This is an optimization exercise on Yosys and OpenROAD, whose aim is small area, a short achievable clock period and few clock cycles, not a production implementation.
RTL that was checked went through simulation tests only; none was proved equivalent to the original.
No activity file was given, so power comes from the tool's default toggle rates.

==> run a <==
// pft_lzd
module pft_lzd (
    input  wire        clk,
    input  wire        rst,           
    input  wire [7:0]  reg_addr,      
    input  wire        reg_we,
    input  wire [31:0] reg_wdata,
    output reg  [31:0] reg_rdata,
    output wire        irq,
    output reg         buf_en,
    output reg         buf_we,
    output reg  [16:0] buf_addr,
    output reg  [7:0]  buf_wdata,
    input  wire [7:0]  buf_rdata,
    output reg         out_re,
    output reg  [24:0] out_raddr,
    input  wire [7:0]  out_rdata,
    output reg         out_we,
    output reg  [24:0] out_waddr,
    output reg  [7:0]  out_wdata
);
==> flow/config.mk <==
export PLATFORM = sky130hd
export DESIGN_NAME = pft_lzd
export DESIGN_NICKNAME = pft_lzd
export VERILOG_FILES = /design/flow/design.v
export SDC_FILE = /design/flow/constraint.sdc
export NUM_CORES = 8
export LEC_CHECK = 0
export CAP_MARGIN = 20
export CORE_MARGIN = 2
export CORE_UTILIZATION = 35
export CTS_CLUSTER_DIAMETER = 110
export CTS_CLUSTER_SIZE = 24
export SETUP_SLACK_MARGIN = 3
export SLEW_MARGIN = 20
export SYNTH_HIERARCHICAL = 1
==> flow/constraint.sdc <==
create_clock -name core_clock -period 12.0 [get_ports {clk}]
set_input_delay 2.4000 -clock core_clock [delete_from_list [all_inputs] [get_ports {clk}]]
set_output_delay 2.4000 -clock core_clock [all_outputs]
set_load 0.01 [all_outputs]
standard.sh (not shown) runs the stock make flow with config.mk's settings and CLKGATE_MAP_FILE= SYNTH_SCRIPT=/design/flow/synth_recipe.tcl, a recipe that flattens the netlist after the stock synthesis.
==> flow/flow/run.sh <==
#!/bin/bash
# Own flow: the standard layout (standard.sh, unchanged synthesis), with the
# port buffers made of sky130_fd_sc_hd__buf_1 instead of the delay buffer that
# buffer_ports picks by default (every port still gets its own buffer), and
# timing repair allowed to change a cell's footprint (MATCH_CELL_FOOTPRINT=0;
# detailed placement runs after every repair).
set -euo pipefail
W=$(pwd)
sed 's#^make -C \(.*\) "\${@:-finish}"$#make -C \1 "BUFFER_PORTS_ARGS=-buffer_cell sky130_fd_sc_hd__buf_1" MATCH_CELL_FOOTPRINT=0 "${@:-finish}"#' standard.sh > own_standard.sh
grep -q 'MATCH_CELL_FOOTPRINT=0' own_standard.sh
bash own_standard.sh finish > make_finish.log 2>&1
test -s out/final.def
==> run b (differences from run a) <==
--- a/flow/design.v
+++ b/flow/design.v
@@ -49,14 +49,11 @@
         S_TRL   = 5'd16,   
         S_TRL1  = 5'd17,   
         S_IV    = 5'd18,   
         S_XC    = 5'd19,   
         S_XR    = 5'd20,   
-        S_XW    = 5'd21,   
-        S_IVA   = 5'd22,   
-        S_T0    = 5'd23,   
-        S_T1    = 5'd24;   
+        S_XW    = 5'd21;   
     reg  [4:0]  state;
     reg  [1:0]  ctrl_op;
     reg         ctrl_endian;
     reg         ctrl_ie;
     reg         st_done;
@@ -67,11 +64,10 @@
     reg  [7:0]  model;
     reg  [31:0] xbase, xivoff, xstart, xlen;
     reg  [17:0] ic;           
     reg  [25:0] oc;           
     reg  [31:0] iv0, iv1, iv2, iv3;    
-    reg  [31:0] tmp0, tmp1;            
     reg         kv;           
     reg  [17:0] sp;           
     reg  [31:0] acc;          
     reg         ckc;          
     reg  [22:0] cnt;          
@@ -102,10 +98,12 @@
     end
     wire stream = (state >= S_CKE) && (state <= S_TRL1);
     wire [24:0] x_relh  = {blen, offm1[8:0]};
     wire [6:0]  x_b     = s0[6:0];                       
     wire [4:0]  kidx    = busy ? x_b[6:2] : reg_addr[6:2];
+    wire [31:0] tmp0    = iv0 + ~iv2;
+    wire [31:0] tmp1    = iv1 + ~iv3;
     wire [31:0] key_w;
     pft_lzd_key u_key (.idx(kidx), .tmp0(tmp0), .tmp1(tmp1),
                        .iv0(iv0), .iv1(iv1), .iv2(iv2), .iv3(iv3), .key(key_w));
     wire [31:0] x_mw    = key_w - {x_relh, 7'd0};
     wire [31:0] x_mword = acc;
@@ -192,11 +190,11 @@
                     end
                 end else begin
                     if (xoob_r) begin
                         flt = 1'b1; fcode = F_OOB; fin = xsum[31:0]; fval = 32'd16;
                     end else begin
-                        nstate = S_IVA;
+                        nstate = S_IV;
                     end
                 end
             end
             S_CK: if (ck_last) nstate = S_CKE;
             S_CKE: begin
@@ -300,16 +298,15 @@
                     flt = 1'b1; fcode = F_NOTRL; fin = {14'd0, ic}; fval = {16'd0, s0, sbyte};
                 end else begin
                     nstate = S_HDR;
                 end
             end
-            S_IVA: nstate = S_IV;
-            S_IV: if (cnt[3:0] == 4'd0) nstate = S_T0;
-            S_T0: nstate = S_T1;
-            S_T1: begin
-                if (ctrl_op == 2'd2) fin_done = 1'b1;
-                else                 nstate = S_XC;
+            S_IV: begin
+                if (cnt[3:0] == 4'd0) begin
+                    if (ctrl_op == 2'd2) fin_done = 1'b1;
+                    else                 nstate = S_XC;
+                end
             end
             S_XC: begin
                 if (xstart[6:0] != 7'd0 || xlen[6:0] != 7'd0) begin
                     flt = 1'b1; fcode = F_ALIGN; fin = xstart; fval = xlen;
                 end else if (xlen == 32'd0) begin
@@ -324,30 +321,25 @@
             S_XW: if (cnt == 23'd1) fin_done = 1'b1; else nstate = S_XR;
             default: nstate = S_IDLE;
         endcase
         if (flt || fin_done) nstate = S_IDLE;
     end
-    wire [10:0] rd_off  = (state == S_CP1) ? cp_off : offm1;
-    wire        rd_cin  = (state == S_CP1) || ((state == S_CPY) && (offm1 != 11'd0));
-    wire [11:0] rd_lo   = {1'b0, oc[10:0]} + {1'b0, ~rd_off} + {11'd0, rd_cin};
-    wire        rd_c11  = rd_lo[11];
-    wire [13:0] oc_hm1  = oc[24:11] - 14'd1;
     always @* begin
         buf_en    = 1'b0;
         buf_we    = 1'b0;
         buf_addr  = sp_inc[16:0];
         buf_wdata = buf_rdata ^ x_mbyte;
         out_re    = 1'b0;
-        out_raddr = {rd_c11 ? oc[24:11] : oc_hm1, rd_lo[10:0]};
+        out_raddr = oc[24:0] + {14'h3FFF, ~((state == S_CP1) ? cp_off : offm1)} +
+                    {24'd0, (state == S_CP1) || ((state == S_CPY) && (offm1 != 11'd0))};
         out_we    = 1'b0;
         out_waddr = oc[24:0];
         out_wdata = sbyte;
         case (state)
-            S_CMD: buf_en = (ctrl_op == 2'd0);
-            S_IVA: begin
-                buf_en   = 1'b1;
-                buf_addr = sp[16:0];
+            S_CMD: begin
+                buf_en = 1'b1;
+                if (ctrl_op != 2'd0) buf_addr = xsum[16:0];
             end
             S_CK: begin
                 buf_en = 1'b1;
                 if (ck_last) buf_addr = 17'h200;
             end
@@ -463,11 +455,11 @@
             if (flt) begin
                 st_err <= 1'b1;
                 errf   <= 1'b1;
             end
             if (fin_done) st_done <= 1'b1;
-            if (state == S_T1) kv <= 1'b1;
+            if (state == S_IV && cnt[3:0] == 4'd0) kv <= 1'b1;
             if (state == S_CKE && cke_ok) ic <= 18'h200;
             if (!flt) case (state)
                 S_HDRC: ic <= sp;                       
                 S_RAW:  if (cnt == 23'd1 && rem0) ic <= sp_inc;
                 S_RSKIP: if (rem1) ic <= sp_inc;
@@ -559,19 +551,11 @@
                 if (cnt[1:0] == 2'd0 && cnt[3:2] != 2'd0) begin
                     iv2 <= ctrl_endian ? {iv3[23:0], buf_rdata} : {buf_rdata, iv3[31:8]};
                     iv1 <= iv2;
                     iv0 <= iv1;
                 end
-                tmp0 <= iv0;
-                tmp1 <= iv1;
-                s0   <= 8'h50;
-            end
-            S_T0: begin
-                tmp0 <= key_w;                    
-                s0   <= 8'h74;                    
             end
-            S_T1: tmp1 <= key_w;                  
             S_XC: begin
                 cnt  <= {5'd0, xlen[17:0]};
                 sp   <= xsum[17:0];
                 s0   <= 8'd0;
                 blen <= xstart[31:16];
@@ -609,14 +593,7 @@
             default: c = iv3;
         endcase
     end
     wire [31:0] x = idx[2] ? t : ~(t ^ c);
     wire [31:0] y = idx[2] ? ~c : {t[30:0] | c[30:0], 1'b0};
-    pft_lzd_add32 u_add (.a(x), .b(y), .s(key));
-endmodule
-module pft_lzd_add32 (
-    input  wire [31:0] a,
-    input  wire [31:0] b,
-    output wire [31:0] s
-);
-    assign s = a + b;
+    assign key = x + y;
 endmodule
CTS_CLUSTER_DIAMETER = 100   (was 110)
CTS_CLUSTER_SIZE = 28   (was 24)
SYNTH_HIERARCHICAL = not set   (was 1)
==> run c (differences from run a) <==
--- a/flow/design.v
+++ b/flow/design.v
@@ -50,13 +50,11 @@
         S_TRL1  = 5'd17,   
         S_IV    = 5'd18,   
         S_XC    = 5'd19,   
         S_XR    = 5'd20,   
         S_XW    = 5'd21,   
-        S_IVA   = 5'd22,   
-        S_T0    = 5'd23,   
-        S_T1    = 5'd24;   
+        S_IVA   = 5'd22;   
     reg  [4:0]  state;
     reg  [1:0]  ctrl_op;
     reg         ctrl_endian;
     reg         ctrl_ie;
     reg         st_done;
@@ -67,11 +65,10 @@
     reg  [7:0]  model;
     reg  [31:0] xbase, xivoff, xstart, xlen;
     reg  [17:0] ic;           
     reg  [25:0] oc;           
     reg  [31:0] iv0, iv1, iv2, iv3;    
-    reg  [31:0] tmp0, tmp1;            
     reg         kv;           
     reg  [17:0] sp;           
     reg  [31:0] acc;          
     reg         ckc;          
     reg  [22:0] cnt;          
@@ -102,10 +99,12 @@
     end
     wire stream = (state >= S_CKE) && (state <= S_TRL1);
     wire [24:0] x_relh  = {blen, offm1[8:0]};
     wire [6:0]  x_b     = s0[6:0];                       
     wire [4:0]  kidx    = busy ? x_b[6:2] : reg_addr[6:2];
+    wire [31:0] tmp0    = iv0 + ~iv2;
+    wire [31:0] tmp1    = iv1 + ~iv3;
     wire [31:0] key_w;
     pft_lzd_key u_key (.idx(kidx), .tmp0(tmp0), .tmp1(tmp1),
                        .iv0(iv0), .iv1(iv1), .iv2(iv2), .iv3(iv3), .key(key_w));
     wire [31:0] x_mw    = key_w - {x_relh, 7'd0};
     wire [31:0] x_mword = acc;
@@ -301,15 +300,15 @@
                 end else begin
                     nstate = S_HDR;
                 end
             end
             S_IVA: nstate = S_IV;
-            S_IV: if (cnt[3:0] == 4'd0) nstate = S_T0;
-            S_T0: nstate = S_T1;
-            S_T1: begin
-                if (ctrl_op == 2'd2) fin_done = 1'b1;
-                else                 nstate = S_XC;
+            S_IV: begin
+                if (cnt[3:0] == 4'd0) begin
+                    if (ctrl_op == 2'd2) fin_done = 1'b1;
+                    else                 nstate = S_XC;
+                end
             end
             S_XC: begin
                 if (xstart[6:0] != 7'd0 || xlen[6:0] != 7'd0) begin
                     flt = 1'b1; fcode = F_ALIGN; fin = xstart; fval = xlen;
                 end else if (xlen == 32'd0) begin
@@ -463,11 +462,11 @@
             if (flt) begin
                 st_err <= 1'b1;
                 errf   <= 1'b1;
             end
             if (fin_done) st_done <= 1'b1;
-            if (state == S_T1) kv <= 1'b1;
+            if (state == S_IV && cnt[3:0] == 4'd0) kv <= 1'b1;
             if (state == S_CKE && cke_ok) ic <= 18'h200;
             if (!flt) case (state)
                 S_HDRC: ic <= sp;                       
                 S_RAW:  if (cnt == 23'd1 && rem0) ic <= sp_inc;
                 S_RSKIP: if (rem1) ic <= sp_inc;
@@ -559,19 +558,11 @@
                 if (cnt[1:0] == 2'd0 && cnt[3:2] != 2'd0) begin
                     iv2 <= ctrl_endian ? {iv3[23:0], buf_rdata} : {buf_rdata, iv3[31:8]};
                     iv1 <= iv2;
                     iv0 <= iv1;
                 end
-                tmp0 <= iv0;
-                tmp1 <= iv1;
-                s0   <= 8'h50;
-            end
-            S_T0: begin
-                tmp0 <= key_w;                    
-                s0   <= 8'h74;                    
             end
-            S_T1: tmp1 <= key_w;                  
             S_XC: begin
                 cnt  <= {5'd0, xlen[17:0]};
                 sp   <= xsum[17:0];
                 s0   <= 8'd0;
                 blen <= xstart[31:16];
SETUP_SLACK_MARGIN = 3.5   (was 3)
==> summary.txt <==
- Count of different cell masters after synthesis: about 110
- Outcome: complete, no violations
- GR Util met3: 0.0765
- Clk slew on worst S/H paths: 0.12 ns
- Clock share of power: 0.069
- GPL Wtd Cong: about 1.1
- Met3 routed WL: 25800 um
- Chip Height: approximately 370 um
(the above is from run c)
==> summary.txt <==
- GR Util met3: 0.0994
- GPL Wtd Cong: 1.07
- Clock share of power: 0.092
- Outcome: complete, no violations
- Count of different cell masters after synthesis: 100
- Chip Height: 364 um
(the above is from run b)
==> summary.txt <==
- GR Util met3: 0.0946
- Count of different cell masters after synthesis: 110
- Clock share of power: 0.075
- Outcome: complete, no violations
- Chip Height: about 370 um
- GPL Wtd Cong: 1.06
(the above is from run a)
Testbench counts of run b, summed over its fixed seeds: cycles 425,930.
For run a and run c, only the layout was checked, not whether the RTL still works.

## what the ideal ports hide
How much do the figures lean on ideal ports? The routed layouts below were timed once more, with nothing changed but the port constraints. Step 1, drivers: a clkbuf_16 drives clk and a buf_2 each remaining input, both assumed. Step 2 also shifts input and output timing later by t, the mid clock arrival at the registers, as if the neighbouring blocks saw the same clock. a / b / c = no drivers / after step 1 / after step 2; a / b = the first two.
run | t, ns | setup slack, ns | worst hold slack (ns) | clock arrival spread, ns | cell pins on the clock port's net
run a | 0.713 | 3.146 / 3.061 / 2.912 | 0.437 / 0.437 / 0.437 | 0.054 / 0.054 | 1
run b | 0.728 | 3.139 / 3.094 / 3.094 | 0.484 / 0.484 / 0.484 | 0.070 / 0.070 | 1
run c | 0.772 | 3.006 / 2.929 / 3.222 | 0.474 / 0.474 / 0.474 | 0.034 / 0.035 | 1
After both steps every run listed still meets setup and hold. The setup slack of run a, which loses most, moves by -0.085 ns with the drivers and by -0.234 ns with both steps.
